This design comes from an exercise in tuning for small area, a short achievable clock period and few clock cycles per item on the open sky130 flow, not from production work.
Where RTL was checked, it was by simulation tests only, not by an equivalence proof against the original.
No functional check of the RTL was part of runs 1 to 5.
Power and IR drop assume default switching activity.

--- design/flow/config.mk ---
export PLATFORM = sky130hd
export DESIGN_NAME = rle_codec
export DESIGN_NICKNAME = rle_codec
export VERILOG_FILES = /design/flow/design.v
export SDC_FILE = /design/flow/constraint.sdc
export NUM_CORES = 4
export LEC_CHECK = 0
export CAP_MARGIN = 20
export CORE_MARGIN = 2
export CORE_UTILIZATION = 40
export SETUP_SLACK_MARGIN = 3.5
export SLEW_MARGIN = 20
--- design/flow/constraint.sdc ---
create_clock -name core_clock -period 6.0 [get_ports {clk}]
set_input_delay 1.2000 -clock core_clock [delete_from_list [all_inputs] [get_ports {clk}]]
set_output_delay 1.2000 -clock core_clock [all_outputs]
set_load 0.01 [all_outputs]
--- design/flow/design.v ---
module rle_enc #(parameter SMART = 1) (
    input  wire        clk,
    input  wire        rst,
    input  wire        in_valid,
    output wire        in_ready,
    input  wire [31:0] in_data,    
    input  wire [2:0]  in_bytes,   
    input  wire        in_last,    
    output reg         out_valid,
    input  wire        out_ready,
    output reg  [15:0] out_desc,
    output reg         out_last
);
    reg        rdy;
    reg [31:0] b_data;
    reg [3:0]  v;
    reg [3:0]  sol;
    reg [3:0]  ev;
    reg        b_last;
    reg        run_act;
    reg        run_bit;
    reg [10:0] run_len;
    reg        at_cap;      
    reg [3:0]  cap;         
    assign in_ready = rdy;
    wire in_fire  = in_valid && rdy;
    wire out_free = !out_valid || out_ready;
    function [8:0] inc9;
        input [8:0] x;
        integer k;
        begin
            inc9[0] = ~x[0];
            for (k = 1; k < 9; k = k + 1)
                inc9[k] = x[k] ^ (&(x | ~((9'd1 << k) - 9'd1)));
        end
    endfunction
    function [3:0] first_of;
        input [3:0] m;
        first_of = m & ~{m[2:0], 1'b0} & ~{m[1:0], 2'b0} & ~{m[0], 3'b0};
    endfunction
    wire [31:0] n_data  = in_data;
    wire [2:0]  n_bytes = in_bytes;
    wire        n_last  = in_last;
    wire [3:0]  n_v     = (n_bytes == 3'd1) ? 4'b0001 :
                          (n_bytes == 3'd2) ? 4'b0011 :
                          (n_bytes == 3'd3) ? 4'b0111 : 4'b1111;
    wire [3:0]  n_sol, n_bt, n_ev;
    genvar g;
    generate
        for (g = 0; g < 4; g = g + 1) begin : cls
            wire [7:0] b = n_data[31 - 8 * g -: 8];
            assign n_sol[g] = (b == 8'h00) || (b == 8'hFF);
            assign n_bt[g]  = b[7];
        end
        for (g = 0; g < 3; g = g + 1) begin : brk
            wire same = n_sol[g + 1] && (n_bt[g + 1] == n_bt[g]);
            assign n_ev[g] = !n_sol[g] || (n_v[g + 1] ? !same : n_last);
        end
    endgenerate
    assign n_ev[3] = !n_sol[3] || n_last;
    wire [3:0] bt    = {b_data[7], b_data[15], b_data[23], b_data[31]};
    wire [3:0] first = v & ~{v[2:0], 1'b0};
    wire [3:0] lastv = v & ~{1'b0, v[3:1]};
    wire       busy  = |v;
    wire       p_sol = |(first & sol);
    wire       p_bit = |(first & bt);
    wire [7:0] p_byte = ({8{first[0]}} & b_data[31:24]) | ({8{first[1]}} & b_data[23:16]) |
                        ({8{first[2]}} & b_data[15:8])  | ({8{first[3]}} & b_data[7:0]);
    wire       oc    = v[0] && run_act && (at_cap || !sol[0] || (bt[0] != run_bit));
    wire [3:0] evr   = ev & v;
    wire [3:0] evc   = (ev | cap) & v;
    wire [3:0] f1c   = first_of(evc);
    wire [3:0] f1r   = first_of(evr);
    wire [3:0] le1   = {~|f1c[2:0], ~|f1c[1:0], ~f1c[0], 1'b1};    
    wire [3:0] ev2   = evr & ~le1;
    wire [3:0] f2r   = first_of(ev2);
    wire       has1c = |evc;
    wire       has1r = |evr;
    wire       has2  = |ev2;
    wire [3:0] stop  = oc ? f1r : f2r;
    wire [3:0] ge_st = {|stop, |stop[2:0], |stop[1:0], stop[0]};
    wire       quiet = !oc && !has1c;    
    wire       go    = busy && (quiet || out_free);
    wire [3:0] v_nxt = quiet ? 4'b0000 : (v & ge_st);
    wire [1:0] rl    = run_len[1:0];
    wire [8:0] up    = run_len[10:2];
    wire [8:0] up1   = inc9(up);
    wire [10:0] sum0 = {(rl == 2'd3) ? up1 : up, rl + 2'd1};
    wire [10:0] sum1 = {rl[1]        ? up1 : up, rl + 2'd2};
    wire [10:0] sum2 = {(rl != 2'd0) ? up1 : up, rl + 2'd3};
    wire [10:0] sum3 = {up1, rl};
    wire [3:0] sel   = quiet ? lastv : f1c;
    wire [10:0] sum  = ({11{sel[0]}} & sum0) | ({11{sel[1]}} & sum1) |
                       ({11{sel[2]}} & sum2) | ({11{sel[3]}} & sum3);
    wire [1:0] lo_q  = rl + {lastv[3] | lastv[2], lastv[3] | lastv[1]} + 2'd1;
    wire       cy_q  = lastv[3] || (lastv[2] && rl != 2'd0) || (lastv[1] && rl[1]) ||
                       (lastv[0] && rl == 2'd3);
    wire       near_q = cy_q ? (up == 9'h1FE) : (&up);    
    wire [3:0] afirst = oc ? first : {f1c[2:0], 1'b0};
    wire [3:0] absb  = v & ~ge_st & (oc ? 4'b1111 : ~le1);
    wire       has_st = |stop;
    wire [2:0] a_idx = oc ? 3'd0 : {1'b0, f1c[3] | f1c[2], f1c[3] | f1c[1]} + 3'd1;
    wire [2:0] b_cnt = {1'b0, lastv[3] | lastv[2], lastv[3] | lastv[1]} + 3'd1;
    wire [10:0] len_a = has_st ? (11'd0 - {8'd0, a_idx}) : {8'd0, b_cnt - a_idx};
    wire       e_raw = !oc && !p_sol;   
    wire       e_last = b_last && !oc && |(f1c & lastv);
    wire       r_bit = run_act ? run_bit : p_bit;
    wire       act_n  = go ? (quiet ? 1'b1 : |absb) : run_act;
    wire       bit_n  = go ? (quiet ? r_bit : |(afirst & bt)) : run_bit;
    wire       cap_n  = go && quiet && near_q && lo_q == 2'd3 || !go && at_cap;
    wire [3:0] capm_n = go ? (quiet ? {1'b0, near_q && lo_q == 2'd0, near_q && lo_q == 2'd1,
                                       near_q && lo_q == 2'd2} : 4'b0000) : cap;
    wire       oc_n   = act_n && (cap_n || !n_sol[0] || (n_bt[0] != bit_n));
    wire [3:0] nevc   = (n_ev | capm_n) & n_v;
    wire       n_none = !oc_n && nevc == 4'b0000;
    wire       n_one  = oc_n ? ((n_ev & n_v) == 4'b0000) : (first_of(nevc) == nevc);
    wire       emit_now = go && !quiet;
    wire       bud_sure = !emit_now && !(out_valid && !out_ready);
    wire       sure   = n_none || (SMART && n_one && bud_sure);
    wire       left   = busy && !(go && v_nxt == 4'b0000);
    always @(posedge clk) begin
        if (rst) begin
            rdy       <= 1'b1;
            v         <= 4'b0000;
            run_act   <= 1'b0;
            run_len   <= 11'd0;
            at_cap    <= 1'b0;
            cap       <= 4'b0000;
            out_valid <= 1'b0;
        end else begin
            if (out_valid && out_ready)
                out_valid <= 1'b0;
            if (go) begin
                v <= v_nxt;
                if (quiet) begin
                    run_act <= 1'b1;
                    run_bit <= r_bit;
                    run_len <= sum;
                    at_cap  <= near_q && lo_q == 2'd3;
                    cap     <= {1'b0, near_q && lo_q == 2'd0, near_q && lo_q == 2'd1,
                                near_q && lo_q == 2'd2};
                end else begin
                    out_valid <= 1'b1;
                    out_last  <= e_last;
                    if (e_raw)
                        out_desc <= {8'h00, p_byte};
                    else
                        out_desc <= {1'b1, r_bit, 3'b000, oc ? run_len : sum};
                    run_act <= |absb;
                    run_bit <= |(afirst & bt);
                    run_len <= len_a;
                    at_cap  <= 1'b0;
                    cap     <= 4'b0000;
                end
            end
            if (in_fire) begin
                b_data  <= n_data;
                v       <= n_v;
                sol     <= n_sol;
                ev      <= n_ev;
                b_last  <= n_last;
            end
            rdy <= in_fire ? sure : !left;
        end
    end
endmodule
module rle_dec (
    input  wire        clk,
    input  wire        rst,
    input  wire        in_valid,
    output wire        in_ready,
    input  wire [15:0] in_desc,
    input  wire        in_last,    
    output reg         out_valid,
    input  wire        out_ready,
    output reg  [31:0] out_data,   
    output reg  [2:0]  out_bytes,  
    output reg         out_last
);
    reg        s_valid;
    reg        s_free;      
    reg        s_rle;
    reg        s_bit;
    reg [10:0] s_len;       
    reg        s_last;
    reg        s_prod;      
    reg        d_valid;
    reg        d_rle;
    reg        d_bit;
    reg [10:0] d_rem;
    reg        d_last;
    reg [1:0]  cnt;
    reg        full;
    function [8:0] dec9;
        input [8:0] x;
        integer k;
        begin
            dec9[0] = ~x[0];
            for (k = 1; k < 9; k = k + 1)
                dec9[k] = x[k] ^ ~(|(x & ((9'd1 << k) - 9'd1)));
        end
    endfunction
    assign in_ready = s_free;
    wire in_fire = in_valid && !s_valid;
    wire stall   = out_valid && !out_ready;
    wire in_prod = !in_desc[15] || (in_desc[10:0] != 11'd0);
    wire       d_prod = d_valid && (!d_rle || d_rem != 11'd0);
    wire       d_short  = d_rem[10:3] == 8'd0;
    wire [2:0] r      = d_rem[2:0];
    wire       lt1    = (cnt == 2'd0) && (r == 3'd0);
    wire       lt2    = (cnt == 2'd0) ? (r <= 3'd1) : (cnt == 2'd1) ? (r == 3'd0) : 1'b0;
    wire       lt3    = (cnt == 2'd0) ? (r <= 3'd2) : (cnt == 2'd1) ? (r <= 3'd1) :
                        (cnt == 2'd2) ? (r == 3'd0) : 1'b0;
    wire       le4    = (cnt == 2'd0) ? (r <= 3'd4) : (cnt == 2'd1) ? (r <= 3'd3) :
                        (cnt == 2'd2) ? (r <= 3'd2) : (r <= 3'd1);
    wire       eq4    = (cnt == 2'd0) ? (r == 3'd4) : (cnt == 2'd1) ? (r == 3'd3) :
                        (cnt == 2'd2) ? (r == 3'd2) : (r == 3'd1);
    wire       fits   = d_short && le4;
    wire [3:0] ge_c   = {1'b1, cnt != 2'd3, !cnt[1], cnt == 2'd0};
    wire [3:0] at_c   = {cnt == 2'd3, cnt == 2'd2, cnt == 2'd1, cnt == 2'd0};
    wire [3:0] wr     = (full || !d_valid) ? 4'b0000 :
                        !d_rle ? at_c :
                        fits ? (ge_c & {eq4, !lt3, !lt2, !lt1}) : ge_c;
    wire       n4     = d_valid && !full && (d_rle ? (!fits || eq4) : cnt == 2'd3);
    wire [2:0] n_run  = eq4 ? 3'd4 : (!lt3 && !lt2 && !lt1) ? 3'd3 : (!lt2 && !lt1) ? 3'd2 :
                        !lt1 ? 3'd1 : 3'd0;
    wire [2:0] n      = full ? 3'd4 : !d_valid ? {1'b0, cnt} :
                        !d_rle ? {1'b0, cnt} + 3'd1 :
                        fits ? n_run : 3'd4;
    wire       d_done = d_valid && (full ? !d_prod : (!d_rle || fits));
    wire [2:0] lo     = {1'b0, d_rem[1:0]} + {1'b0, cnt};
    wire [8:0] hi_m1  = dec9(d_rem[10:2]);
    wire [10:0] rem_n = {lo[2] ? d_rem[10:2] : hi_m1, lo[1:0]};
    wire [7:0] d_byte = d_rle ? {8{d_bit}} : d_rem[7:0];
    wire       next_prod = s_valid ? s_prod : (in_fire && in_prod);
    wire       emit_last = d_done && d_last;
    wire       emit_full = full ? d_prod : (n4 && (!d_done || next_prod));
    wire       emit      = emit_last || emit_full;
    wire       d_free    = !d_valid || d_done;
    always @(posedge clk) begin
        if (rst) begin
            s_valid   <= 1'b0;
            s_free    <= 1'b1;
            d_valid   <= 1'b0;
            cnt       <= 2'd0;
            full      <= 1'b0;
            out_valid <= 1'b0;
        end else if (!stall) begin
            out_valid <= emit;
            if (emit) begin
                out_bytes <= n;
                out_last  <= emit_last;
                cnt       <= 2'd0;
                full      <= 1'b0;
            end else begin
                cnt       <= n[1:0];
                full      <= n[2];
            end
            if (wr[0]) out_data[31:24] <= d_byte;
            if (wr[1]) out_data[23:16] <= d_byte;
            if (wr[2]) out_data[15:8]  <= d_byte;
            if (wr[3]) out_data[7:0]   <= d_byte;
            if (d_rle && !full && !fits)
                d_rem <= rem_n;
            if (d_free) begin
                if (s_valid) begin
                    d_valid <= 1'b1;
                    d_rle   <= s_rle;
                    d_bit   <= s_bit;
                    d_rem   <= s_len;
                    d_last  <= s_last;
                    s_valid <= 1'b0;
                    s_free  <= 1'b1;
                end else begin
                    d_valid <= in_fire;
                    d_rle   <= in_desc[15];
                    d_bit   <= in_desc[14];
                    d_rem   <= in_desc[10:0];
                    d_last  <= in_last;
                end
            end else if (in_fire) begin
                s_valid <= 1'b1;
                s_free  <= 1'b0;
            end
        end else if (in_fire) begin
            s_valid <= 1'b1;
            s_free  <= 1'b0;
        end
        if (!s_valid) begin
            s_rle  <= in_desc[15];
            s_bit  <= in_desc[14];
            s_len  <= in_desc[10:0];
            s_last <= in_last;
            s_prod <= in_prod;
        end
    end
endmodule
module rle_codec (
    input  wire        clk,
    input  wire        rst,
    input  wire        enc_in_valid,
    output wire        enc_in_ready,
    input  wire [31:0] enc_in_data,
    input  wire [2:0]  enc_in_bytes,
    input  wire        enc_in_last,
    output wire        enc_out_valid,
    input  wire        enc_out_ready,
    output wire [15:0] enc_out_desc,
    output wire        enc_out_last,
    input  wire        dec_in_valid,
    output wire        dec_in_ready,
    input  wire [15:0] dec_in_desc,
    input  wire        dec_in_last,
    output wire        dec_out_valid,
    input  wire        dec_out_ready,
    output wire [31:0] dec_out_data,
    output wire [2:0]  dec_out_bytes,
    output wire        dec_out_last
);
    rle_enc u_enc (
        .clk(clk), .rst(rst),
        .in_valid(enc_in_valid), .in_ready(enc_in_ready),
        .in_data(enc_in_data), .in_bytes(enc_in_bytes), .in_last(enc_in_last),
        .out_valid(enc_out_valid), .out_ready(enc_out_ready),
        .out_desc(enc_out_desc), .out_last(enc_out_last)
    );
    rle_dec u_dec (
        .clk(clk), .rst(rst),
        .in_valid(dec_in_valid), .in_ready(dec_in_ready),
        .in_desc(dec_in_desc), .in_last(dec_in_last),
        .out_valid(dec_out_valid), .out_ready(dec_out_ready),
        .out_data(dec_out_data), .out_bytes(dec_out_bytes), .out_last(dec_out_last)
    );
endmodule
--- design/flow/run.sh ---
#!/bin/bash
# synth_recipe.tcl (not shown) runs the flow's synth.tcl, then flattens the netlist and writes it again
# the make line also repeats each setting of config.mk as NAME=value (left out here)
make -C /OpenROAD-flow-scripts/flow DESIGN_CONFIG=/design/flow/config.mk WORK_HOME=/design/flow/orfs CLKGATE_MAP_FILE= SYNTH_SCRIPT=/design/flow/synth_recipe.tcl finish
==> reports/qor.txt, run 1 <==
chip height = 142 µm
crit start category = flop
Finish-stage setup viols = 0
post-DP HPWL = 14200 µm
status = timing/DRC/antenna clean
Primary FF master, synth = edfxtp_1
PnR worst setup slack = 3.36 ns
synth top area cells = edfxtp_1 (42%), dfxtp_1 (12%), mux2_2 (3.7%)
Antenna Cells = 0
Final GP Congestion = 0.843
Sw Ratio = 34.7%
Clk network pwr share = 27.5%
final hold violations = 0
static leakage = 4.45 nW
total track usage = 22.0%
most frequent cells in the layout = edfxtp_1 (107), buf_4 (86), dlygate4sd2_1 (50), nor2_1 (40), nand2_1 (39)
yosys warns = 2
Crit path required time = 6.16 ns
cells after synthesis = 697
min cycle time layout = 2.64 ns
Final Max Tran Viols = 0
pre-CTS setup slack = 2.11 ns
Starting Density = 40.7%
crit path DAT = 2.80 ns
Distinct cells, synth = 82
leading area contributor after synthesis = edfxtp_1
Peak Freq = 379 MHz
actual slew at the worst max-slew pin = 0.845 ns
crit path max fanout = 8
Filler cells = 1474
wire length per cell = 19.9 µm
commonest non-fill, non-tap cell in the layout = edfxtp_1
min-delay worst type = flop to flop
vias in the first global route = 6297
sequential fraction of the synthesis area = 53.8%
switching power = 1.35 mW
Seq cells post-synth = 151
H-Tree Depth = 4
std cell rows = 50
die width = 142 µm
Period Utilization, post-route = 44.0%
largest net degree at the start of global routing = 23
via count = 6686
Layout Nets = 984
Reg power frac = 36.3%
Synth top area share = 42.2%
routed wire length = 22900 µm
Vias/cell = 5.81
RSZ-0062 raised after global routing = true
combinational share of power = 36.2%
Peak VDD IR = 0.223 mV
Area Overhead vs Synth = 47.9%
syn_area_per_cell = 10.9 µm²
Post-synth EDFFs = 107
layout cell share with drive strength beyond 1 = 35.9%
initial antenna violation count = 0
Reg clk slew, reported paths = 0.06 ns
Synth Cell Area = 7610 µm²
CTS tree = done
PD cells = 346 nW/µm²
Async SR Flop Fraction = 0%
core region area = 18700 µm²
TritonCTS Sinks = 151
Max clock buf depth = 2
clock root buffer = clkbuf_16
Setup TNS = 0 ns
Num CTS Buffers = 17
Post-route DRC = 0
Crit Path Category = flop to flop
# IOs = 116
global-route wire length before repair = 34000 µm
Pint = 2.54 mW
DIE AREA = 20200 µm²
drt initial violations = 765
drt first pass iters = 6
CP Capture Type = flop
Setup Skew = 0.0105 ns
Max-Cap Viols = 0
clock latency on the worst-skew pair = 0.43 ns
Slew headroom = 43.6%
port bufs = 109
total gr overflow = 0
Post-DRT Antenna Nets = 0
## cell families after synthesis
family | count (synthesis) | synth area share (%)
adders and majority gates | 22 | 3.68
other | 1 | 0.0493
AOI/OAI and AO/OA | 197 | 18.3
xor gates and xnor gates | 13 | 1.50
and+or+nand+nor | 212 | 14.6
buffers and inverters | 74 | 4.17
muxes | 27 | 3.96
DFF | 151 | 53.8
## metrics by stage
stage	cell area [µm²]	hold slack (ns)	utilization, %	power [mW]	cells
6_report	11300	0.474	60.2	3.89	1151
4_1_cts	10500	0.477	56.0	3.66	1103
5_1_grt	11300	0.485	60.2	4.08	1151
2_1_floorplan	7760	0.445	-	2.07	699
3_3_place_gp	9000	0.456	48.1	2.37	1015
3_5_place_dp	9000	0.462	48.1	2.39	1015
## final cells by class
type	count	area (µm²)	share of cell area, %
sequential	151	4120	36.6
multi-input combinational	477	4060	36.1
timing repair buffer	211	1980	17.6
tap	234	293	2.60
clock inverter	14	163	1.44
clock buffer	18	429	3.81
inverter	42	178	1.58
timing repair inverter	4	30.0	0.267
## power groups by stage
stage                     clock network, mW  registers (mW)  logic (mW)
after floorplan                           0            1.39       0.680
after global placement                    0            1.41       0.956
after detailed placement                  0            1.42       0.972
after CTS                              1.08            1.40        1.17
after global routing                   1.14            1.43        1.51
final                                  1.07            1.41        1.41
## cell usage after synthesis (15+ instances only)
cell type  number
nor2_1         46
nor3_1         17
a21oi_1        47
nand2_1        45
edfxtp_1      107
o21ai_0        34
ha_1           20
inv_1          41
nand3_1        24
dfxtp_1        44
mux2_2         25
a22oi_1        16
clkbuf_1       15
## path summary, 6_finish.rpt
kind	start	cells past startpoint	end	slack (ns)
worst max-delay path	u_enc.v[1]$_SDFFE_PP0P_	8	u_enc.out_desc[0]$_DFFE_PP_	3.36
worst min-delay path	u_dec.s_rle$_DFF_P_	1	u_dec.s_rle$_DFF_P_	0.47
worst max register to register	u_enc.v[1]$_SDFFE_PP0P_	8	u_enc.out_desc[0]$_DFFE_PP_	3.36
worst min register to register	u_dec.s_rle$_DFF_P_	1	u_dec.s_rle$_DFF_P_	0.47
## flip-flops by register name, indices dropped and copies added, names as in the netlist, 2 cells and up
register and count:
u_enc.sol 4, u_dec.out_data 32, u_enc.run_len 11, u_enc.b_data 32, u_enc.out_desc 13, u_enc.cap 4
u_dec.cnt 2, u_dec.out_bytes 3, u_dec.d_rem 11, u_dec.s_len 11, u_enc.ev 4, u_enc.v 4
## layer usage
layer  routed length, µm  GRT usage (%)  vias to the layer above
li1                    -              -                     3067
met1                9790           30.0                     3238
met2               10900           35.0                      324
met3                1560           4.58                       57
met4                 613           7.84                        0
met5                   0              0                        -
## timing repair
item,in CTS,in global routing
gates resized for setup,220,122
buffers inserted,47,46
endpoints found under the hold margin,0,0
hold buffers,0,0
pin swaps,49,68
endpoints found under the setup margin,181,151
cloned,9,2
## worst max-delay path, cell delays in order (launching register included)
cell	delay [ns]
dfxtp_4	0.38
buf_4	0.17
buf_4	0.14
nor2b_1	0.46
a22o_1	0.28
a221o_1	0.36
a21oi_1	0.16
a211oi_1	0.31
a21oi_1	0.11
==> run 2: changes to the inputs <==
--- a/design/flow/config.mk
+++ b/design/flow/config.mk
@@ -9,4 +9,4 @@
 export CORE_MARGIN = 2
 export CORE_UTILIZATION = 40
-export SETUP_SLACK_MARGIN = 3.5
+export SETUP_SLACK_MARGIN = 3.3
 export SLEW_MARGIN = 20
==> run 2 against run 1 <==
  * Still clean on timing, DRC and antenna
  * Utilization decreased by 4.4 points
  * Sequential cell count is the same
  * Register-to-register slack got worse by 0.09 ns
  * Global-route usage down 1.6 points
  * Clock skew is essentially flat
  * Synthesized cell count unchanged
  * Via count shrank 4.8%
  * Area after synthesis is the same
  * Maximum frequency fell by 3.4%
  * Routed wire length shrank 7.5%
  * Critical path type unchanged
  * Highest routed layer unchanged
==> reports/qor.txt, run 2 <==
Seq cells post-synth = 151 (unchanged)
clock root buffer = clkbuf_16
routed wire length = 21200 µm (-7.5%)
Synth Cell Area = 7610 µm² (unchanged)
status = timing/DRC/antenna clean
Setup Skew = 0.0108 ns (+0.000302 ns)
actual slew at the worst max-slew pin = 0.860 ns (+0.0153 ns)
global-route wire length before repair = 31800 µm (-6.5%)
Distinct cells, synth = 82 (unchanged)
post-layout util = 55.8% (-4.4 points)
vias in the first global route = 5964 (-5.3%)
Async SR Flop Fraction = 0% (unchanged)
cells after synthesis = 697 (unchanged)
placed cell count = 1018 (+0.30%)
yosys warns = 2 (unchanged)
Max-Cap Viols = 0 (unchanged)
commonest non-fill, non-tap cell in the layout = edfxtp_1
post-DP HPWL = 14300 µm (+0.82%)
hold depth = 1 (unchanged)
top-count cell post-synth = edfxtp_1
clock latency on the worst-skew pair = 0.44 ns (about the same)
Starting Density = 40.7% (unchanged)
Post-route DRC = 0 (unchanged)
Final Max Tran Viols = 0 (unchanged)
Reg clk slew, reported paths = 0.06 ns (about the same)
drt first pass iters = 6 (unchanged)
Area Overhead vs Synth = 37.0%
leading area contributor after synthesis = edfxtp_1
static leakage = 3.94 nW (-12%)
Layout Nets = 929 (-5.6%)
CTS Hold Buffers Added = 0 (unchanged)
H-Tree Depth = 4 (unchanged)
Post-synth EDFFs = 107 (unchanged)
port bufs = 109 (unchanged)
Antenna Cells = 0 (unchanged)
crit path DAT = 2.92 ns (+0.12 ns)
# IOs = 116 (unchanged)
wire length per cell = 19.3 µm (-2.9%)
Period Utilization, post-route = 45.5% (+1.5 points)
layout cell share with drive strength beyond 1 = 26.0% (-9.9 points)
R2R cell count = 9 (+1)
initial antenna violation count = 0 (unchanged)
TritonCTS Sinks = 151 (unchanged)
Placed Area = 8950 µm² (-0.65%)
Vias/cell = 5.81 (about the same)
std cell rows = 50 (unchanged)
largest net degree at the start of global routing = 42 (+83%)
drt initial violations = 586 (-23%)
Crit path required time = 6.19 ns (+0.03 ns)
DIE AREA = 20200 µm² (unchanged)
die width = 142 µm (unchanged)
via count = 6368 (-4.8%)
crit path max fanout = 10 (+2)
Setup TNS = 0 ns (unchanged)
Peak Freq = 366 MHz (-3.4%)
CP Capture Type = flop
Peak VDD IR = 0.269 mV (+20%)
min-delay worst type = flop to flop
min cycle time layout = 2.73 ns (+0.0928 ns)
Finished Layout Cells = 1096 (-4.8%)
sequential fraction of the synthesis area = 53.8% (unchanged)
core region area = 18700 µm² (unchanged)
Crit Path Category = flop to flop
syn_area_per_cell = 10.9 µm² (unchanged)
Num CTS Buffers = 17 (unchanged)
Top Registers = u_dec.out_data (32), u_enc.b_data (32), u_enc.out_desc (13)
PD cells = 354 nW/µm² (+2.2%)
Primary FF master, synth = edfxtp_1
Max clock buf depth = 2 (unchanged)
total gr overflow = 0 (unchanged)
final hold violations = 0 (unchanged)
Slew headroom = 42.6% (-1.0 points)
RSZ-0062 raised after global routing = true
Finish-stage setup viols = 0 (unchanged)
Final GP Congestion = 0.889 (+5.4%)
crit start category = flop
Commonest cells post-synth = edfxtp_1 (107), a21oi_1 (47), nor2_1 (46), nand2_1 (45), dfxtp_1 (44)
Synth top area share = 42.2% (unchanged)
CTS tree = done
synth top area cells = edfxtp_1 (42%), dfxtp_1 (12%), mux2_2 (3.7%)
Post-DRT Antenna Nets = 0 (unchanged)
total track usage = 20.4% (-1.6 points)
chip height = 142 µm (unchanged)
design area = 10400 µm² (-7.4%)
most frequent cells in the layout = edfxtp_1 (107), clkdlybuf4s50_1 (71), buf_4 (46), a21oi_1 (45), nand2_1 (40)
-- run 2: cell counts after synthesis --
Identical to the previous run, type by type.
-- run 2: power breakdown --
part	switching (mW)	total, mW	leakage, nW	internal, mW
Combinational	0.657	1.16	2.28	0.504
Clock	0.478	1.12	0.301	0.643
Sequential	0.128	1.41	1.36	1.28
-- run 2: final timing paths --
check,from,endpoint,slack (ns)
max,u_enc.run_bit$_DFFE_PN_,u_enc.out_desc[4]$_DFFE_PP_,3.27
min,u_dec.s_rle$_DFF_P_,u_dec.s_rle$_DFF_P_,0.47
max reg2reg,u_enc.run_bit$_DFFE_PN_,u_enc.out_desc[4]$_DFFE_PP_,3.27
min reg2reg,u_dec.s_rle$_DFF_P_,u_dec.s_rle$_DFF_P_,0.47
-- run 2: final cells by class --
type,count,area [µm²]
clock buffers,18,439
clock inverters,14,181
repair buffers,160,1520
fillers,1540,8270
well taps,234,293
inverters,42,161
flip-flops and latches,151,4110
multi-input cells,477,3720
-- run 2: what timing repair did --
action	CTS	global route
cloned	1	3
resized for setup	83	98
setup endpoints to repair	133	51
pin swaps	19	43
setup buffers	13	29
-- run 2: cells by family after synthesis --
logic type / synth area share [%]
buffers and inverters: 4.17
and+or+nand+nor: 14.6
AOI/OAI and AO/OA: 18.3
xor gates and xnor gates: 1.50
muxes: 3.96
other: 0.0493
DFF: 53.8
adders and majority gates: 3.68
-- run 2: per-stage QoR --
step	total power, mW	hold WS (ns)	worst slack (ns)
floorplan	2.04	0.445	3.31
detailed placement	2.37	0.455	2.19
finish	3.69	0.472	3.27
CTS	3.55	0.474	3.26
global route	3.86	0.489	3.19
global placement	2.35	0.458	2.21
-- run 2: metal layers --
metal	routed length (µm)	track usage, %	vias up
met5	0	0	-
met4	328	6.11	0
met3	1470	4.88	30
met2	9840	32.0	266
met1	9520	28.3	3125
li1	-	-	2947
-- run 2: worst max-delay path, cell delays in order (launching register included) --
cell and delay (ns):
edfxtp_1 0.46, xor2_2 0.32, o311ai_4 0.18, buf_12 0.20
a32o_2 0.30, a221oi_4 0.37, nand2_2 0.15, a22o_1 0.28
o21ai_1 0.12, a21oi_1 0.09
==> run 3: changes to the inputs <==
--- a/design/flow/config.mk
+++ b/design/flow/config.mk
@@ -9,4 +9,4 @@
 export CORE_MARGIN = 2
 export CORE_UTILIZATION = 40
-export SETUP_SLACK_MARGIN = 3.3
+export SETUP_SLACK_MARGIN = 2.6
 export SLEW_MARGIN = 20
==> run 3 against run 2 <==
  * Critical path type unchanged
  * Sequential share of layout area rose by 3.5 points
  * Sequential power barely moved
  * Die area did not move
  * Via count fell by 3.9%
  * Area after synthesis did not move
==> reports/qor.txt, run 3 <==
Setup TNS = 0 ns (unchanged)
Primary FF master, synth = edfxtp_1
Distinct cells, synth = 82 (unchanged)
layout cell share with drive strength beyond 1 = 11.9% (-14 points)
total track usage = 20.3% (-0.17 points)
DIE AREA = 20200 µm² (unchanged)
Crit Path Category = flop to flop
Peak Freq = 311 MHz (-15%)
Pwr Total = 3.52 mW (-4.6%)
post-DP HPWL = 14900 µm (+4.1%)
final hold violations = 0 (unchanged)
actual slew at the worst max-slew pin = 1.05 ns (+0.188 ns)
global-route wire length before repair = 31800 µm (about the same)
most frequent cells in the layout = clkdlybuf4s50_1 (109), edfxtp_1 (107), a21oi_1 (47), nand2_1 (45), nor2_1 (45)
Slew headroom = 29.9% (-13 points)
Period Utilization, post-route = 53.7% (+8.1 points)
Final Max Tran Viols = 0 (unchanged)
CP Launch Point = u_enc.v[1]$_SDFFE_PP0P_
crit path DAT = 3.52 ns (+0.60 ns)
die width = 142 µm (unchanged)
crit start category = flop
PnR worst setup slack = 2.78 ns (-0.487 ns)
combinational share of power = 27.8% (-3.7 points)
clock latency on the worst-skew pair = 0.43 ns (about the same)
CTS tree = done
Finish-stage setup viols = 0 (unchanged)
# IOs = 116 (unchanged)
commonest non-fill, non-tap cell in the layout = clkdlybuf4s50_1
vias in the first global route = 5860 (-1.7%)
switching power = 1.17 mW (-7.1%)
Reg clk slew, reported paths = 0.07 ns (about the same)
Worst R2R End = u_enc.run_len[2]$_SDFFE_PP0N_
static leakage = 3.43 nW (-13%)
std cell rows = 50 (unchanged)
sequential fraction of the synthesis area = 53.8% (unchanged)
total gr overflow = 0 (unchanged)
Setup crit end = u_enc.run_len[2]$_SDFFE_PP0N_
synth top area cells = edfxtp_1 (42%), dfxtp_1 (12%), mux2_2 (3.7%)
Max-Cap Viols = 0 (unchanged)
Seq cells post-synth = 151 (unchanged)
crit path max fanout = 18 (+8)
port bufs = 109 (unchanged)
cells after synthesis = 697 (unchanged)
design area = 9550 µm² (-8.4%)
Reg power frac = 39.8% (+1.7 points)
wire length per cell = 18.9 µm (-2.2%)
Async SR Flop Fraction = 0% (unchanged)
initial antenna violation count = 0 (unchanged)
Num CTS Buffers = 17 (unchanged)
R2R cell count = 13 (+4)
Synth top area share = 42.2% (unchanged)
reg2reg start = u_enc.v[1]$_SDFFE_PP0P_
TritonCTS Sinks = 151 (unchanged)
Post-DRT Antenna Nets = 0 (unchanged)
placed cell count = 1019 (+0.098%)
Setup Skew = 0.0110 ns (+0.000218 ns)
RSZ-0062 raised after global routing = false
Synth Cell Area = 7610 µm² (unchanged)
Layout Nets = 884 (-4.8%)
pre-CTS setup slack = 2.14 ns (-0.0551 ns)
area occupied by multi-input gates = 3210 µm² (-14%)
status = timing/DRC/antenna clean
Starting Density = 40.7% (unchanged)
min-delay worst type = flop to flop
PD cells = 368 nW/µm² (+4.2%)
Top Registers = u_dec.out_data (32), u_enc.b_data (32), u_enc.out_desc (13)
min cycle time layout = 3.22 ns (+0.487 ns)
via count = 6117 (-3.9%)
CTS Hold Buffers Added = 0 (unchanged)
Max clock buf depth = 2 (unchanged)
Commonest cells post-synth = edfxtp_1 (107), a21oi_1 (47), nor2_1 (46), nand2_1 (45), dfxtp_1 (44)
Sw Ratio = 33.4% (-0.88 points)
syn_area_per_cell = 10.9 µm² (unchanged)
leading area contributor after synthesis = edfxtp_1
Filler cells = 1637 (+6.3%)
largest net degree at the start of global routing = 42 (unchanged)
drt initial violations = 575 (-1.9%)
core region area = 18700 µm² (unchanged)
Crit path required time = 6.30 ns (+0.11 ns)
Post-synth EDFFs = 107 (unchanged)
Finished Layout Cells = 1051 (-4.1%)
CP Capture Type = flop
Peak VDD IR = 0.270 mV (+0.67%)
routed wire length = 19800 µm (-6.2%)
Pint = 2.34 mW (-3.3%)
reg2reg setup slack = 2.78 ns (-0.49 ns)
Final GP Congestion = 0.908 (+2.1%)
Area Overhead vs Synth = 25.5%
Clk network pwr share = 32.4% (+2.0 points)
chip height = 142 µm (unchanged)
Vias/cell = 5.82 (+0.17%)
H-Tree Depth = 4 (unchanged)
top-count cell post-synth = edfxtp_1
yosys warns = 2 (unchanged)
Placed Area = 8910 µm² (-0.38%)
Post-route DRC = 0 (unchanged)
clock root buffer = clkbuf_16
drt first pass iters = 5 (-1)
Antenna Cells = 0 (unchanged)
register area = 4100 µm² (-0.36%)
Post-CTS Repair Setup Buffers = 0 (-13)
[run 3: cell counts after synthesis]
Identical to the previous run, type by type.
[run 3: how the worst min path moves through the flow]
stage,to,cells after the start,from,slack [ns]
final,u_dec.s_len[0]$_DFF_P_,1,u_dec.s_len[0]$_DFF_P_,0.48
after global routing,u_dec.s_len[8]$_DFF_P_,1,u_dec.s_len[8]$_DFF_P_,0.49
after CTS,u_dec.s_len[8]$_DFF_P_,1,u_dec.s_len[8]$_DFF_P_,0.48
after detailed placement,u_dec.s_len[8]$_DFF_P_,1,u_dec.s_len[8]$_DFF_P_,0.46
after global placement,u_dec.s_len[0]$_DFF_P_,1,u_dec.s_len[0]$_DFF_P_,0.45
after floorplan,u_dec.s_len[0]$_DFF_P_,1,u_dec.s_len[0]$_DFF_P_,0.45
[run 3: critical path: stages, from the launching register on]
cell	delay (ns)
dfxtp_1	0.78
o21ai_1	0.37
nand2_1	0.25
a21oi_1	0.09
ha_1	0.33
and2_1	0.14
ha_1	0.26
inv_1	0.04
ha_1	0.19
xnor2_1	0.13
xnor2_1	0.21
nor3_1	0.07
a31oi_1	0.15
a21oi_1	0.08
[run 3: cell type report]
class / count / area share [%]
clock buffers: 17 / 4.45
clock inverters: 15 / 2.17
inverters: 42 / 1.65
multi-input cells: 474 / 33.6
flip-flops and latches: 151 / 42.9
well taps: 234 / 3.06
repair buffers: 118 / 12.1
[run 3: logic make-up after synthesis]
| family | count (synthesis) | share of synthesized area, % |
|---|---|---|
| xor gates and xnor gates | 13 | 1.50 |
| muxes | 27 | 3.96 |
| other | 1 | 0.0493 |
| and+or+nand+nor | 212 | 14.6 |
| adders and majority gates | 22 | 3.68 |
| buffers and inverters | 74 | 4.17 |
| DFF | 151 | 53.8 |
| AOI/OAI and AO/OA | 197 | 18.3 |
[run 3: stage by stage]
stage	hold WS (ns)	utilization (%)
floorplan	0.445	-
finish	0.475	51.1
global route	0.486	51.1
detailed placement	0.460	47.6
CTS	0.476	51.1
global placement	0.453	47.6
[run 3: power groups by stage]
stage               clock, mW  sequential (mW)  combinational [mW]
floorplan                   0             1.38               0.650
global placement            0             1.41               0.940
detailed placement          0             1.42               0.963
CTS                      1.15             1.40               0.971
global route             1.21             1.41                1.07
finish                   1.14             1.40               0.978
[run 3: repair_timing]
item,in CTS,in global routing
setup endpoints to repair,15,18
resized for setup,2,3
gates cloned,0,0
pin swaps,0,0
[run 3: per-layer routing]
metal | global-route usage (%) | wire [µm]
met5 | 0 | 0
met1 | 29.7 | 9450
met3 | 3.47 | 1200
met4 | 6.74 | 359
met2 | 30.6 | 8830
==> run 4: changes to the inputs <==
--- a/design/flow/config.mk
+++ b/design/flow/config.mk
@@ -9,4 +9,4 @@
 export CORE_MARGIN = 2
 export CORE_UTILIZATION = 40
-export SETUP_SLACK_MARGIN = 2.6
+export SETUP_SLACK_MARGIN = 3.0
 export SLEW_MARGIN = 20
==> run 4 against run 3 <==
  * Routed wire length rose by 2.3%
  * Sequential share of layout area down 0.81 points
  * Still clean on timing, DRC and antenna
  * Synthesized cell count unchanged
  * Combinational power up 4%
  * Via count about the same
  * Maximum frequency up 10%
  * Highest routed layer unchanged
==> reports/qor.txt, run 4 <==
crit path DAT = 3.06 ns (-0.46 ns)
Period Utilization, post-route = 48.7% (-4.9 points)
global-route wire length before repair = 32000 µm (+0.61%)
Most Used Layer, Global Route = met2
wire length per cell = 19.2 µm (+1.7%)
met3 usage = 3.47% (unchanged)
total gr overflow = 0 (unchanged)
Final GP Congestion = 0.908 (unchanged)
sequential fraction of the synthesis area = 53.8% (unchanged)
leading area contributor after synthesis = edfxtp_1
DIE AREA = 20200 µm² (unchanged)
Layout Nets = 890 (+0.68%)
actual slew at the worst max-slew pin = 1.05 ns (-0.00201 ns)
PD cells = 366 nW/µm² (-0.57%)
routed wire length = 20300 µm (+2.3%)
std cell rows = 50 (unchanged)
Crit path required time = 6.14 ns (-0.16 ns)
met2 GRT Util = 31.2% (+0.61 points)
port bufs = 109 (unchanged)
Synth Cell Area = 7610 µm² (unchanged)
final hold violations = 0 (unchanged)
drt first pass iters = 5 (unchanged)
Synth top area share = 42.2% (unchanged)
most frequent cells in the layout = edfxtp_1 (107), clkdlybuf4s50_1 (93), a21oi_1 (45), nand2_1 (44), nor2_1 (43)
Primary FF master, synth = edfxtp_1
Post-synth EDFFs = 107 (unchanged)
Post-DRT Antenna Nets = 0 (unchanged)
syn_area_per_cell = 10.9 µm² (unchanged)
drt initial violations = 645 (+12%)
Peak VDD IR = 0.272 mV (+0.80%)
Reg clk slew, reported paths = 0.06 ns (about the same)
Crit Path Category = input pin to flop
min-delay worst type = flop to flop
commonest non-fill, non-tap cell in the layout = edfxtp_1
TritonCTS Sinks = 151 (unchanged)
clock latency on the worst-skew pair = 0.43 ns (about the same)
Commonest cells post-synth = edfxtp_1 (107), a21oi_1 (47), nor2_1 (46), nand2_1 (45), dfxtp_1 (44)
post-DP HPWL = 14900 µm (unchanged)
Distinct cells, synth = 82 (unchanged)
Area Overhead vs Synth = 28.1%
Final Max Tran Viols = 0 (unchanged)
# IOs = 116 (unchanged)
Async SR Flop Fraction = 0% (unchanged)
largest net degree at the start of global routing = 42 (unchanged)
Setup Skew = 0.0102 ns (-0.000769 ns)
vias in the first global route = 5884 (+0.41%)
Vias/cell = 5.79 (-0.49%)
Antenna Cells = 0 (unchanged)
CTS tree = done
post-layout util = 52.2% (+1.1 points)
top-count cell post-synth = edfxtp_1
core region area = 18700 µm² (unchanged)
Top Registers = u_dec.out_data (32), u_enc.b_data (32), u_enc.out_desc (13)
Peak Freq = 342 MHz (+10%)
Max clock buf depth = 2 (unchanged)
total track usage = 20.4% (+0.11 points)
initial antenna violation count = 0 (unchanged)
Finish-stage setup viols = 0 (unchanged)
yosys warns = 2 (unchanged)
met1 Use GR = 29.6% (-0.11 points)
CP Capture Type = flop
RSZ-0062 raised after global routing = true
CTS Hold Buffers Added = 0 (unchanged)
via count = 6122 (+0.082%)
status = timing/DRC/antenna clean
layout cell share with drive strength beyond 1 = 15.4% (+3.6 points)
Num CTS Buffers = 17 (unchanged)
die width = 142 µm (unchanged)
chip height = 142 µm (unchanged)
crit start category = input pin
synth top area cells = edfxtp_1 (42%), dfxtp_1 (12%), mux2_2 (3.7%)
Slew headroom = 29.6% (-0.25 points)
Starting Density = 40.7% (unchanged)
min cycle time layout = 2.92 ns (-0.297 ns)
crit path max fanout = 22 (+4)
Max-Cap Viols = 0 (unchanged)
H-Tree Depth = 4 (unchanged)
Post-route DRC = 0 (unchanged)
Fin Hold WS = 0.477 ns (+0.00151 ns)
Setup TNS = 0 ns (unchanged)
clock root buffer = clkbuf_16
Seq cells post-synth = 151 (unchanged)
cells after synthesis = 697 (unchanged)
static leakage = 3.54 nW (+3.1%)
run 4: cell counts after synthesis:
Identical to the previous run, type by type.
run 4: worst max-delay path, cell delays in order:
cell	delay (ns)
clkdlybuf4s50_1	0.40
buf_4	0.24
clkinvlp_4	0.29
nand3_1	0.24
nor3_1	0.43
buf_4	0.25
run 4: kinds of logic after synthesis:
kind of cell	after synthesis	share of synthesized area [%]
buf+inv	74	4.17
other cells	1	0.0493
flops	151	53.8
xor+xnor	13	1.50
mux	27	3.96
fa+ha+maj	22	3.68
simple gates	212	14.6
compound gates	197	18.3
run 4: area by class of cell:
| cell class | count | area (µm²) |
|---|---|---|
| Clock inverter | 15 | 208 |
| Multi-Input combinational cell | 475 | 3370 |
| Timing Repair Buffer | 123 | 1190 |
| Clock buffer | 17 | 425 |
| Fill cell | 1615 | 8950 |
| Tap cell | 234 | 293 |
| Inverter | 42 | 161 |
| Sequential cell | 151 | 4110 |
run 4: what timing repair did:
| item | in CTS | in global routing |
|---|---|---|
| cloned | 0 | 1 |
| buffers inserted | 1 | 4 |
| resized for setup | 34 | 26 |
| endpoints found under the setup margin | 65 | 34 |
| hold endpoints to repair | 0 | 0 |
| pin swaps | 5 | 6 |
run 4: final timing paths:
| path | startpoint | endpoint | slack [ns] | depth (start not counted) |
|---|---|---|---|---|
| hold reg to reg | u_dec.s_len[0]$_DFF_P_ | u_dec.s_len[0]$_DFF_P_ | 0.48 | 1 |
| setup reg to reg | u_enc.run_bit$_DFFE_PN_ | u_enc.rdy$_SDFF_PP1_ | 3.09 | 9 |
| hold / removal | u_dec.s_len[0]$_DFF_P_ | u_dec.s_len[0]$_DFF_P_ | 0.48 | 1 |
| setup / recovery | rst | u_dec.out_data[1]$_DFFE_PP_ | 3.08 | 6 |
run 4: through the flow:
step	power (mW)	cell area [µm²]	setup slack [ns]	instances
6_report	3.57	9760	3.08	1057
5_1_grt	3.75	9760	2.94	1057
4_1_cts	3.53	9610	3.03	1052
3_5_place_dp	2.38	8910	2.14	1019
3_3_place_gp	2.35	8910	2.20	1019
2_1_floorplan	2.04	7620	3.24	699
run 4: power breakdown:
part	leakage [nW]	switching (mW)	internal, mW
clock network	0.304	0.473	0.673
logic	1.88	0.602	0.417
registers	1.35	0.130	1.28
run 4: layer usage:
layer	part of all wire, %	vias up
li1	-	2874
met1	48	2973
met2	45	254
met3	5.3	21
met4	1.4	0
met5	0	-
==> run 5: changes to the inputs <==
==> design/flow/flow/run.sh (new file) <==
#!/bin/bash
set -euo pipefail
export BUFFER_PORTS_ARGS="-buffer_cell sky130_fd_sc_hd__buf_2"
bash standard.sh > standard_make.log 2>&1
==> design/flow/standard.sh (new file) <==
#!/bin/bash
# synth_recipe.tcl (not shown) runs the flow's synth.tcl, then flattens the netlist and writes it again
# the make line also repeats each setting of config.mk as NAME=value (left out here)
make -C /OpenROAD-flow-scripts/flow DESIGN_CONFIG=/design/flow/config.mk WORK_HOME=/design/flow/orfs CLKGATE_MAP_FILE= SYNTH_SCRIPT=/design/flow/synth_recipe.tcl "${@:-finish}"
--- a/design/flow/config.mk
+++ b/design/flow/config.mk
@@ -9,4 +9,4 @@
 export CORE_MARGIN = 2
 export CORE_UTILIZATION = 40
-export SETUP_SLACK_MARGIN = 3.0
+export SETUP_SLACK_MARGIN = 3.3
 export SLEW_MARGIN = 20
removed: design/flow/run.sh
==> run 5 against run 4 <==
  * Combinational power is 9.8% higher
  * Utilization is 0.067 points lower
  * Register-to-register slack better by 0.16 ns
  * Critical path depth is 3 higher
  * Design area is 0.13% lower
  * Clock-buffer cell count is 1 higher
  * Synthesized cell count stayed put
  * Sequential power hardly changed
  * Largest cell class unchanged
==> reports/qor.txt, run 5 <==
status = timing/DRC/antenna clean
Post-DRT Antenna Nets = 0 (unchanged)
actual slew at the worst max-slew pin = 0.769 ns (-0.277 ns)
Finished Layout Cells = 1092 (+3.3%)
chip height = 142 µm (unchanged)
Reg clk slew, reported paths = 0.06 ns (about the same)
commonest non-fill, non-tap cell in the layout = buf_2
slowest stage delay, CP = 0.50 ns (+0.07 ns)
Num CTS Buffers = 17 (unchanged)
Antenna Cells = 0 (unchanged)
total track usage = 20.3% (-0.060 points)
synth top area cells = edfxtp_1 (42%), dfxtp_1 (12%), mux2_2 (3.7%)
Finish-stage setup viols = 0 (unchanged)
DIE AREA = 20200 µm² (unchanged)
sequential fraction of the synthesis area = 53.8% (unchanged)
Seq cells post-synth = 151 (unchanged)
Period Utilization, post-route = 45.9% (-2.8 points)
drt first pass iters = 5 (unchanged)
syn_area_per_cell = 10.9 µm² (unchanged)
core region area = 18700 µm² (unchanged)
PD cells = 373 nW/µm² (+1.9%)
crit path max fanout = 13 (-41%)
Area Overhead vs Synth = 28.0%
Post-synth EDFFs = 107 (unchanged)
Synth Cell Area = 7610 µm² (unchanged)
vias in the first global route = 5943 (+1.0%)
CP Capture Type = flop
post-DP HPWL = 14300 µm (-4.0%)
CTS Hold Buffers Added = 0 (unchanged)
min-delay worst type = flop to flop
Vias/cell = 5.79 (about the same)
leading area contributor after synthesis = edfxtp_1
Setup Skew = 0.0103 ns (+0.0000312 ns)
# IOs = 116 (unchanged)
Setup TNS = 0 ns (unchanged)
global-route wire length before repair = 31700 µm (-0.73%)
clock root buffer = clkbuf_16
TritonCTS Sinks = 151 (unchanged)
Max clock buf depth = 2 (unchanged)
die width = 142 µm (unchanged)
static leakage = 3.72 nW (+5.1%)
Peak VDD IR = 0.203 mV (-26%)
Primary FF master, synth = edfxtp_1
placed cell count = 1017 (-0.20%)
Async SR Flop Fraction = 0% (unchanged)
via count = 6323 (+3.3%)
most frequent cells in the layout = buf_2 (109), edfxtp_1 (107), a21oi_1 (44), nor2_1 (42)
Final Max Tran Viols = 0 (unchanged)
Crit Path Category = flop to flop
wire length per cell = 19.1 µm (-0.34%)
Starting Density = 40.7% (unchanged)
pre-CTS setup slack = 2.40 ns (+0.265 ns)
CTS tree = done
Crit path required time = 6.30 ns (+0.16 ns)
H-Tree Depth = 4 (unchanged)
Final GP Congestion = 0.884 (-2.6%)
Crit-path slowest cell = edfxtp_1
top-count cell post-synth = edfxtp_1
routed wire length = 20900 µm (+3.0%)
crit path DAT = 3.06 ns (about the same)
cells after synthesis = 697 (unchanged)
yosys warns = 2 (unchanged)
final hold violations = 0 (unchanged)
Slew headroom = 48.7% (+19 points)
Distinct cells, synth = 82 (unchanged)
CP Buf/Inv Count = 1 (-3)
PnR worst setup slack = 3.25 ns (+0.168 ns)
initial antenna violation count = 0 (unchanged)
crit start category = flop
Peak Freq = 363 MHz (+6.1%)
Post-route DRC = 0 (unchanged)
Max-Cap Viols = 0 (unchanged)
RSZ-0062 raised after global routing = true
port bufs = 109 (unchanged)
drt initial violations = 676 (+4.8%)
total gr overflow = 0 (unchanged)
clock latency on the worst-skew pair = 0.43 ns (about the same)
Pwr Total = 3.63 mW (+1.7%)
largest net degree at the start of global routing = 42 (unchanged)
layout cell share with drive strength beyond 1 = 35.1% (+20 points)
critical-path cell list = xor2_4, o311ai_4, buf_12, nand2_2, o221ai_1, o211ai_1, a41o_1, o31ai_1, a31oi_1
Top Registers = u_dec.out_data (32), u_enc.b_data (32), u_enc.out_desc (13)
min cycle time layout = 2.75 ns (-0.168 ns)
Synth top area share = 42.2% (unchanged)
Commonest cells post-synth = edfxtp_1 (107), a21oi_1 (47), nor2_1 (46), nand2_1 (45), dfxtp_1 (44)
delay-heaviest family, CP = compound AO/OA/AOI/OAI gates
Layout Nets = 925 (+3.9%)
std cell rows = 50 (unchanged)
-- run 5: cell count changes in the layout (fill, tap and decap cells not counted), moves of 3 or more --
cell	previous run	this run
dlygate4sd2_1	12	0
dlymetal6s2s_1	4	0
and2_4	0	4
buf_2	0	109
ha_4	0	3
buf_4	13	41
nand2_1	44	41
inv_1	40	37
a211oi_1	7	4
ha_1	20	16
nand2_2	2	5
clkdlybuf4s50_1	93	0
-- run 5: where the power goes --
part / switching (mW) / total (mW) / internal [mW]
clock: 0.474 / 1.11 / 0.633
sequential: 0.132 / 1.41 / 1.28
combinational: 0.666 / 1.12 / 0.452
total: 1.27 / 3.63 / 2.36
-- run 5: worst paths after layout --
| path | from | end | slack [ns] | cells past startpoint |
|---|---|---|---|---|
| hold / removal | u_dec.s_len[8]$_DFF_P_ | u_dec.s_len[8]$_DFF_P_ | 0.47 | 1 |
| hold reg to reg | u_dec.s_len[8]$_DFF_P_ | u_dec.s_len[8]$_DFF_P_ | 0.47 | 1 |
| setup reg to reg | u_enc.run_bit$_DFFE_PN_ | u_enc.rdy$_SDFF_PP1_ | 3.25 | 9 |
| setup / recovery | u_enc.run_bit$_DFFE_PN_ | u_enc.rdy$_SDFF_PP1_ | 3.25 | 9 |
-- run 5: cell families (layout without fill, tap and decap cells) --
family	Yosys count	count (layout)	synth area share [%]
other	1	3	0.0493
DFF	151	151	53.8
buffers and inverters	74	230	4.17
and+or+nand+nor	212	213	14.6
adders and majority gates	22	22	3.68
AOI/OAI and AO/OA	197	199	18.3
xor gates and xnor gates	13	13	1.50
muxes	27	27	3.96
-- run 5: worst register-to-register path, stage by stage (launching register included) --
cell,delay (ns)
edfxtp_1,0.50
xor2_4,0.24
o311ai_4,0.40
buf_12,0.17
nand2_2,0.21
o221ai_1,0.40
o211ai_1,0.13
a41o_1,0.26
o31ai_1,0.24
a31oi_1,0.08
-- run 5: routing by layer --
layer  track usage [%]  part of all wire [%]
met5                 0                     0
met4              6.53                   1.7
met3              4.24                   6.3
met2              32.5                    47
met1              27.8                    45
-- run 5: metrics by stage --
step | utilization, % | hold slack (ns) | cell area, µm²
6_report | 52.1 | 0.470 | 9740
5_1_grt | 52.1 | 0.484 | 9740
4_1_cts | 49.3 | 0.474 | 9230
3_5_place_dp | 44.9 | 0.459 | 8390
3_3_place_gp | 44.9 | 0.452 | 8390
2_1_floorplan | - | 0.445 | 7660
-- run 5: final cells by class --
| type | count | area [µm²] |
|---|---|---|
| inverter | 42 | 166 |
| fill | 1643 | 8960 |
| clock buffer | 18 | 429 |
| tap | 234 | 293 |
| multi-input combinational | 477 | 3600 |
| timing repair buffer | 156 | 966 |
| sequential | 151 | 4110 |
| clock inverter | 14 | 178 |
-- run 5: repair_timing --
item | CTS | global route
cloned | 1 | 4
setup buffers | 8 | 30
endpoints found under the setup margin | 133 | 123
gates resized for setup | 37 | 53
pin swaps | 4 | 27
==> run 6: changes to the inputs <==
--- a/design/flow/design.v
+++ b/design/flow/design.v
@@ -99,23 +99,33 @@
     wire [3:0] afirst = oc ? first : {f1c[2:0], 1'b0};
     wire [3:0] absb  = v & ~ge_st & (oc ? 4'b1111 : ~le1);
+    wire [2:0] b_cnt = {lastv[3], lastv[2] | lastv[1], lastv[2] | lastv[0]};    
     wire       has_st = |stop;
-    wire [2:0] a_idx = oc ? 3'd0 : {1'b0, f1c[3] | f1c[2], f1c[3] | f1c[1]} + 3'd1;
-    wire [2:0] b_cnt = {1'b0, lastv[3] | lastv[2], lastv[3] | lastv[1]} + 3'd1;
-    wire [10:0] len_a = has_st ? (11'd0 - {8'd0, a_idx}) : {8'd0, b_cnt - a_idx};
+    wire [1:0] e_idx = {f1c[3] | f1c[2], f1c[3] | f1c[1]};
+    wire [1:0] l_idx = {lastv[3] | lastv[2], lastv[3] | lastv[1]};
+    reg  [1:0] l_m_e;    
+    always @* begin
+        case ({l_idx, e_idx})
+            4'b01_00, 4'b10_01, 4'b11_10: l_m_e = 2'd1;
+            4'b10_00, 4'b11_01:           l_m_e = 2'd2;
+            4'b11_00:                     l_m_e = 2'd3;
+            default:                      l_m_e = 2'd0;
+        endcase
+    end
+    wire [10:0] len_a = has_st ? (oc ? 11'd0 : {9'h1FF, ~e_idx}) :
+                        (oc ? {8'd0, b_cnt} : {9'd0, l_m_e});
     wire       e_raw = !oc && !p_sol;   
     wire       e_last = b_last && !oc && |(f1c & lastv);
     wire       r_bit = run_act ? run_bit : p_bit;
-    wire       act_n  = go ? (quiet ? 1'b1 : |absb) : run_act;
-    wire       bit_n  = go ? (quiet ? r_bit : |(afirst & bt)) : run_bit;
-    wire       cap_n  = go && quiet && near_q && lo_q == 2'd3 || !go && at_cap;
-    wire [3:0] capm_n = go ? (quiet ? {1'b0, near_q && lo_q == 2'd0, near_q && lo_q == 2'd1,
-                                       near_q && lo_q == 2'd2} : 4'b0000) : cap;
-    wire       oc_n   = act_n && (cap_n || !n_sol[0] || (n_bt[0] != bit_n));
-    wire [3:0] nevc   = (n_ev | capm_n) & n_v;
+    wire       ev_last = |(lastv & ev);
+    wire       act_n  = busy ? !ev_last : run_act;
+    wire       bit_n  = busy ? |(lastv & bt) : run_bit;
+    wire       capish = (busy && near_q) || at_cap || (|cap);
+    wire       oc_n   = act_n && (!n_sol[0] || (n_bt[0] != bit_n));
+    wire [3:0] nevc   = n_ev & n_v;
     wire       n_none = !oc_n && nevc == 4'b0000;
-    wire       n_one  = oc_n ? ((n_ev & n_v) == 4'b0000) : (first_of(nevc) == nevc);
+    wire       n_one  = oc_n ? (nevc == 4'b0000) : (first_of(nevc) == nevc);
     wire       emit_now = go && !quiet;
     wire       bud_sure = !emit_now && !(out_valid && !out_ready);
-    wire       sure   = n_none || (SMART && n_one && bud_sure);
+    wire       sure   = !capish && (n_none || (SMART && n_one && bud_sure));
     wire       left   = busy && !(go && v_nxt == 4'b0000);
     always @(posedge clk) begin
--- a/design/flow/config.mk
+++ b/design/flow/config.mk
@@ -9,4 +9,4 @@
 export CORE_MARGIN = 2
 export CORE_UTILIZATION = 40
-export SETUP_SLACK_MARGIN = 3.3
+export SETUP_SLACK_MARGIN = 3.6
 export SLEW_MARGIN = 20
==> run 6 against run 5 <==
  * Critical endpoint unchanged
  * Cell count is 1.5% higher
  * Utilization is 1.5 points higher
  * First-iteration DRC count is 2.1% lower
  * Sequential cell count shrank 1
  * Maximum frequency up 1.8%
  * Sequential power fell by 7%
  * Largest cell class unchanged
  * Global-route usage is 0.43 points higher
  * Combinational power fell by 28%
==> reports/qor.txt, run 6 <==
std cell rows = 50 (unchanged)
total track usage = 20.7% (+0.43 points)
crit path DAT = 3.08 ns (+0.02 ns)
largest net degree at the start of global routing = 34 (-19%)
combinational share of power = 25.2% (-5.5 points)
Post-synth EDFFs = 107 (unchanged)
Vias/cell = 5.85 (+1.0%)
layout cell share with drive strength beyond 1 = 36.8% (+1.7 points)
wire length per cell = 19.0 µm (-0.85%)
CTS tree = done
clock latency on the worst-skew pair = 0.43 ns (about the same)
routed wire length = 21000 µm (+0.60%)
# IOs = 116 (unchanged)
Layout Nets = 936 (+1.2%)
leading area contributor after synthesis = edfxtp_1
Post-DRT Antenna Nets = 0 (unchanged)
most frequent cells in the layout = edfxtp_1 (107), buf_2 (106), nor2_1 (54), nand2_1 (50), buf_4 (38)
global-route wire length before repair = 32400 µm (+2.2%)
simple-gate area share of the yosys netlist = 14.8% (+0.19 points)
mux cell area share after synthesis = 4.15% (+0.19 points)
CP Capture Type = flop
Area Overhead vs Synth = 32.7%
top-count cell post-synth = edfxtp_1
Peak Freq = 370 MHz (+1.8%)
post-synthesis compound-gate area fraction = 18.7% (+0.46 points)
PD cells = 322 nW/µm² (-14%)
drt first pass iters = 5 (unchanged)
post-layout util = 53.6% (+1.5 points)
Commonest cells post-synth = edfxtp_1 (107), nor2_1 (63), nand2_1 (53), dfxtp_1 (43), a21oi_1 (40)
Setup TNS = 0 ns (unchanged)
Peak VDD IR = 0.213 mV (+5.2%)
Finish-stage setup viols = 0 (unchanged)
Synth Area in XOR/XNOR = 1.40% (-0.095 points)
switching power = 1.06 mW (-17%)
adder-cell share of the synthesized area = 3.07% (-0.61 points)
Async SR Flop Fraction = 0% (unchanged)
Sw Ratio = 33.1% (-1.9 points)
CTS Hold Buffers Added = 0 (unchanged)
Slew headroom = 45.5% (-3.2 points)
vias in the first global route = 6152 (+3.5%)
TritonCTS Sinks = 150 (-0.66%)
Finished Layout Cells = 1108 (+1.5%)
sequential fraction of the synthesis area = 54.3% (+0.50 points)
static leakage = 3.69 nW (-0.80%)
Seq cells post-synth = 150 (-0.66%)
Synth top area share = 42.8% (+0.60 points)
core region area = 18600 µm² (-0.67%)
synth top area cells = edfxtp_1 (43%), dfxtp_1 (11%), nor2_1 (3.2%)
H-Tree Depth = 4 (unchanged)
port bufs = 109 (unchanged)
Max-Cap Viols = 0 (unchanged)
Clk network pwr share = 33.8% (+3.4 points)
yosys warns = 2 (unchanged)
total gr overflow = 0 (unchanged)
commonest non-fill, non-tap cell in the layout = edfxtp_1
Pint = 2.15 mW (-9.2%)
Period Utilization, post-route = 45.1% (-0.82 points)
Post-route DRC = 0 (unchanged)
crit start category = input pin
Final GP Congestion = 0.918 (+3.9%)
drt initial violations = 662 (-2.1%)
final hold violations = 0 (unchanged)
Top Registers = u_dec.out_data (32), u_enc.b_data (32), u_enc.out_desc (13)
Synth Cell Area = 7510 µm² (-1.4%)
chip height = 141 µm (-0.68%)
Crit path required time = 6.37 ns (+0.07 ns)
Num CTS Buffers = 17 (unchanged)
largest family of logic cells by synthesized area = compound AO/OA/AOI/OAI gates
Final Max Tran Viols = 0 (unchanged)
post-DP HPWL = 14200 µm (-1.2%)
Reg clk slew, reported paths = 0.07 ns (about the same)
crit path max fanout = 3 (-10)
Crit Path Category = input pin to flop
Max clock buf depth = 2 (unchanged)
die width = 141 µm (-0.68%)
initial antenna violation count = 1 (+1)
status = timing/DRC/antenna clean
Starting Density = 40.4% (-0.30 points)
actual slew at the worst max-slew pin = 0.817 ns (+0.0476 ns)
clock root buffer = clkbuf_16
Setup Skew = 0.0141 ns (+0.00383 ns)
RSZ-0062 raised after global routing = true
via count = 6483 (+2.5%)
DIE AREA = 19900 µm² (-1.4%)
min-delay worst type = flop to flop
Distinct cells, synth = 72 (-12%)
Reg power frac = 41.0% (+2.2 points)
placed cell count = 1027 (+0.98%)
cells after synthesis = 707 (+1.4%)
Primary FF master, synth = edfxtp_1
min cycle time layout = 2.71 ns (-0.0492 ns)
syn_area_per_cell = 10.6 µm² (-2.8%)
## run 6: changes by cell type in the layout (fill, tap and decap cells not counted), moves of 6 or more
cell     delta
nand2_1     +9
inv_1       -8
nor2_1     +12
mux2_2      -6
a21oi_1    -13
nor2_4      +7
nand3_1    -16
buf_6      +11
o21a_1      +6
## run 6: critical path: stages
cell and delay (ns):
buf_6 0.09, or4_4 0.53, nor4_4 0.21, nor2_1 0.11, a221oi_2 0.27, or4_1 0.17, nand4_1 0.09, maj3_2 0.30
o21ai_1 0.10
## run 6: stage by stage
step | total power [mW] | instance area [µm²] | hold slack, ns | setup slack [ns]
after floorplan | 1.74 | 7660 | 0.441 | 3.10
after global placement | 1.93 | 8370 | 0.456 | 2.46
after detailed placement | 1.95 | 8370 | 0.459 | 2.37
after CTS | 3.10 | 9510 | 0.474 | 3.30
after global routing | 3.34 | 9960 | 0.487 | 3.18
final | 3.20 | 9960 | 0.472 | 3.29
## run 6: kinds of logic after synthesis
family / Yosys count
AND/OR/NAND/NOR: 223
XOR/XNOR: 12
adder cells (fa/ha/maj): 18
multiplexers: 28
other: 1
buffers and inverters: 65
AO/OA/AOI/OAI: 210
flip-flops: 150
## run 6: final timing paths
path	start	end	slack, ns	cells after the start
max	enc_in_data[28]	u_enc.rdy$_SDFF_PP1_	3.29	9
min reg2reg	u_dec.s_rle$_DFF_P_	u_dec.s_rle$_DFF_P_	0.47	1
min	u_dec.s_rle$_DFF_P_	u_dec.s_rle$_DFF_P_	0.47	1
max reg2reg	u_dec.cnt[0]$_SDFFE_PP0N_	u_dec.out_bytes[1]$_DFFE_PP_	3.38	11
## run 6: power groups by stage
| stage | Combinational (mW) | Clock, mW | Sequential, mW |
|---|---|---|---|
| floorplan | 0.439 | 0 | 1.30 |
| global placement | 0.610 | 0 | 1.32 |
| detailed placement | 0.626 | 0 | 1.33 |
| CTS | 0.699 | 1.10 | 1.31 |
| global route | 0.874 | 1.14 | 1.32 |
| finish | 0.808 | 1.08 | 1.31 |
## run 6: area by class of cell
type,count,area [µm²]
Antenna cell,1,2.50
Clock buffer,17,425
Clock inverter,15,183
Fill cell,1622,8620
Inverter,35,136
Multi-Input combinational cell,496,3810
Sequential cell,150,4090
Tap cell,234,293
Timing Repair Buffer,160,1020
## run 6: repair_timing
item | in CTS | in global routing
resized for setup | 65 | 66
gates cloned | 2 | 0
endpoints found under the hold margin | 0 | 0
pin swaps | 23 | 34
setup buffers | 27 | 19
endpoints found under the setup margin | 153 | 102
## run 6: per-layer routing
layer,global-route usage [%],routed length [µm]
met1,28.5,9360
met2,32.6,9980
met3,4.38,1280
met4,7.47,408
met5,0,0
Testbench counts of run 6, summed over its fixed seeds: cycles 28,743, bytes 104,336.

port drivers added, routing unchanged:
The results above use ideal ports. As a check the final layouts listed here were re-extracted and re-timed, cells and wires unchanged.
Step 1 sets driving cells, clkbuf_16 on the clock port and buf_2 on the other inputs (assumed; they add their load-dependent delay and slew).
Step 2, shift: input delay + t, output delay - t, t = (earliest + latest rising clock arrival at the registers) / 2. This alone moves slack from input paths to output paths.
Three values: no drivers, after step 1, after step 2; two values: the first two.
run | t (ns) | slack for setup (ns) | slew at the worst register clock pin (ns) | worst data-port slew with drivers (ns)
run 1 | 0.475 | 3.360 / 3.360 / 3.010 | 0.07 / 0.07 | 0.05
run 2 | 0.482 | 3.268 / 3.268 / 2.917 | 0.07 / 0.07 | 0.04
run 3 | 0.466 | 2.781 / 2.781 / 2.343 | 0.07 / 0.07 | 0.05
run 4 | 0.469 | 3.078 / 3.088 / 2.623 | 0.07 / 0.07 | 0.05
run 5 | 0.470 | 3.246 / 3.246 / 2.861 | 0.07 / 0.07 | 0.04
run 6 | 0.475 | 3.295 / 3.312 / 2.837 | 0.07 / 0.07 | 0.07
After both steps setup and hold are still met in every run listed. The setup slack of run 6, which loses most, moves by +0.017 ns with the drivers and by -0.458 ns with both steps.
